From an optimization exercise on the open Yosys and OpenROAD flow, aimed at small area, a short achievable clock period and few clock cycles; shortcuts taken in it are not production practice.

main:
## cfe_rx
module cfe_rx (
    input  wire       clk,
    input  wire       rst,
    input  wire       in_valid,
    input  wire [7:0] in_data,
    output wire       in_ready,
    output wire       out_valid,
    output wire [7:0] out_data,
    output wire       out_last,
    input  wire       clr_ovf,
    output reg        ovf,
    output wire       idle
);
Size: roughly 1200 flip-flops, ~25 I/O pins, ~31000 um2 of cells after synthesis.
make LEC_CHECK=0 CAP_MARGIN=20 CORE_MARGIN=2 CORE_UTILIZATION=40 CTS_CLUSTER_DIAMETER=70 CTS_CLUSTER_SIZE=30 SETUP_SLACK_MARGIN=5 SLEW_MARGIN=20 finish   # period 9.0 ns
run.sh (not shown) runs the stock make flow with config.mk's settings and CLKGATE_MAP_FILE= SYNTH_SCRIPT=/design/flow/synth_recipe.tcl, a recipe that flattens the netlist after the stock synthesis.
#### Input delta (the feature branch over main)
-- flow/design.v --
<<< main, line 43
    reg [7:0] u;
    reg [FD-1:0] fq;                   
    reg [4:0]    fcnt;
    reg [7:0] O;                       
    reg [1:0] es;
>>> the feature branch, line 43
    reg [7:0] u;
    reg [FD-1:0] fq;                   
    reg [FD:0]   foh;                  
    reg [7:0] O;                       
    reg [1:0] es;
<<< main, line 178
        end
    end
    wire [FD+1:0] fdec;                
    genvar g;
    generate
        for (g = 0; g < FD + 2; g = g + 1) begin : g_dec
            if (g == 0) assign fdec[g] = 1'b0;
            else        assign fdec[g] = (fcnt == g - 1);
        end
    endgenerate
    wire sh_m1 = pop  && npush == 2'd1;               
    wire sh_0  = pop  ? npush == 2'd2 : npush == 2'd1;
    wire sh_p1 = pop  ? npush == 2'd3 : npush == 2'd2;
    wire sh_p2 = !pop && npush == 2'd3;
    wire [FD-1:0] fq_p  = pop ? {1'b0, fq[FD-1:1]} : fq;
    reg  [FD-1:0] fq_n;
    integer j;
    always @* begin
        for (j = 0; j < FD; j = j + 1)
            fq_n[j] = fq_p[j] | (ib_proc && pwin &&
                      ((sh_m1 && fdec[j+2]) || (sh_0 && fdec[j+1]) ||
                       (sh_p1 && fdec[j]) || (sh_p2 && j >= 1 && fdec[j-1])));
    end
    reg [4:0] fc_n;
    always @* begin
        case ({pop, npush})
            3'b000: fc_n = fcnt;
            3'b001: fc_n = fcnt + 5'd1;
            3'b010: fc_n = fcnt + 5'd2;
            3'b011: fc_n = fcnt + 5'd3;
            3'b100: fc_n = fcnt - 5'd1;
            3'b101: fc_n = fcnt;
            3'b110: fc_n = fcnt + 5'd1;
            default: fc_n = fcnt + 5'd2;
        endcase
    end
    wire       rep_go = ib_proc && rep;
    wire       r_eq   = R == nxt;
    wire       ld_nom = !r_eq && lq && (fcnt <= FD - 6);
    wire [7:0] nxt1   = nxt + 8'd1;
    wire [7:0] R_t    = r_eq ? nxt1 : R;
>>> the feature branch, line 178
        end
    end
    wire [FD:0]   fs   = pop ? {1'b0, foh[FD:1]} : foh;    
    wire [FD-1:0] fq_p = pop ? {1'b0, fq[FD-1:1]} : fq;
    wire          wr1  = ib_proc && pwin;
    reg  [FD-1:0] fq_n;
    reg  [FD:0]   foh_n;
    integer j;
    always @* begin
        for (j = 0; j < FD; j = j + 1)
            fq_n[j] = fq_p[j] | (wr1 &&
                      ((npush == 2'd1 && fs[j]) ||
                       (npush == 2'd2 && j >= 1 && fs[j-1]) ||
                       (npush == 2'd3 && j >= 2 && fs[j-2])));
        case (npush)
            2'd0: foh_n = fs;
            2'd1: foh_n = {fs[FD-1:0], 1'b0};
            2'd2: foh_n = {fs[FD-2:0], 2'b0};
            default: foh_n = {fs[FD-3:0], 3'b0};
        endcase
    end
    wire fle6 = |foh[FD-6:0];
    wire fle7 = |foh[FD-7:0];
    wire fle8 = |foh[FD-8:0];
    wire fle9 = |foh[FD-9:0];
    wire       rep_go = ib_proc && rep;
    wire       r_eq   = R == nxt;
    wire       ld_nom = !r_eq && lq && fle6;
    wire [7:0] nxt1   = nxt + 8'd1;
    wire [7:0] R_t    = r_eq ? nxt1 : R;
<<< main, line 226
    wire       mp_end = ib_proc && st == S_END;
    wire       mp_ovf = ib_proc && st == S_OPEN && ovfc;
    wire       f_ok   = mp_end ? (v2 ? fcnt <= FD - 9 :
                                   v1 ? fcnt <= FD - 8 : fcnt <= FD - 7) :
                        mp_ovf ? fcnt <= FD - 7 : fcnt <= FD - 6;
    wire       ir_ok  = !might_rep && f_ok;
    wire       ir_t   = al2 && r_eq && ir_ok;
>>> the feature branch, line 215
    wire       mp_end = ib_proc && st == S_END;
    wire       mp_ovf = ib_proc && st == S_OPEN && ovfc;
    wire       f_ok   = mp_end ? (v2 ? fle9 : v1 ? fle8 : fle7) :
                        mp_ovf ? fle7 : fle6;
    wire       ir_ok  = !might_rep && f_ok;
    wire       ir_t   = al2 && r_eq && ir_ok;
<<< main, line 245
            nxt <= 8'd2; P <= 8'd2; R <= 8'd2; O <= 8'd2;
            st <= S_EMPTY; v1 <= 1'b0; v2 <= 1'b0; unt <= 1'b0;
            fq <= {FD{1'b0}}; fcnt <= 5'd0;
            es <= E_SCAN; ov <= 1'b0; ol <= 1'b0;
            ir <= 1'b1; idl <= 1'b1;
>>> the feature branch, line 233
            nxt <= 8'd2; P <= 8'd2; R <= 8'd2; O <= 8'd2;
            st <= S_EMPTY; v1 <= 1'b0; v2 <= 1'b0; unt <= 1'b0;
            fq <= {FD{1'b0}}; foh <= {{FD{1'b0}}, 1'b1};
            es <= E_SCAN; ov <= 1'b0; ol <= 1'b0;
            ir <= 1'b1; idl <= 1'b1;
<<< main, line 259
            P <= n_P;
            R <= n_R;
            fq <= fq_n; fcnt <= fc_n;
            es <= n_es; ov <= n_ov; ol <= n_ol;
            O <= em_go ? O + 8'd1 : O;
>>> the feature branch, line 247
            P <= n_P;
            R <= n_R;
            fq <= fq_n; foh <= foh_n;
            es <= n_es; ov <= n_ov; ol <= n_ol;
            O <= em_go ? O + 8'd1 : O;
Results
- Run comparison: the feature branch kind of critical path input pin to flip-flop; main kind of critical path flip-flop to flip-flop
- From main to the feature branch the numbers moved as follows: final standard cell area without fillers fell by 380 um2, met2 track demand over resource in global routing fell by 1.1 points, clock skew rose by 0.014 ns, part of the cycle the worst path needs stayed essentially flat, area of placed instances fell by about 1.1%.
- Delta (the feature branch minus main): synthesized cell count shrank by 5.1%; area added between synthesis and finish held steady; critical path depth shrank by 7.
No functional check of the RTL was part of any run of this note.

what the ideal ports hide:
The results above use ideal ports. As a check the final layouts listed here were re-extracted and re-timed, cells and wires unchanged. Step 1: set_driving_cell puts a clkbuf_16 on clk and a buf_2 on each other input, an assumption about the parent block. Step 2 moves the port delays by t, midway between the first and last clock arrival at a register: inputs arrive t later, outputs are due t later. That takes back most of the time a late clock gives input paths. Three values: no drivers, after step 1, after step 2; two values: the first two.
run | t (ns) | setup WS [ns] | slew at the worst register clock pin (ns) | worst slew at a driven data input, ns | pins driven straight from the clock port
main | 0.677 | 5.276 / 5.276 / 4.908 | 0.11 / 0.11 | 0.05 | 1
the feature branch | 0.693 | 5.272 / 5.305 / 4.612 | 0.11 / 0.11 | 0.13 | 1
After both steps every run listed still meets setup and hold. The setup slack of the feature branch, which loses most, moves by +0.033 ns with the drivers and by -0.660 ns with both steps.
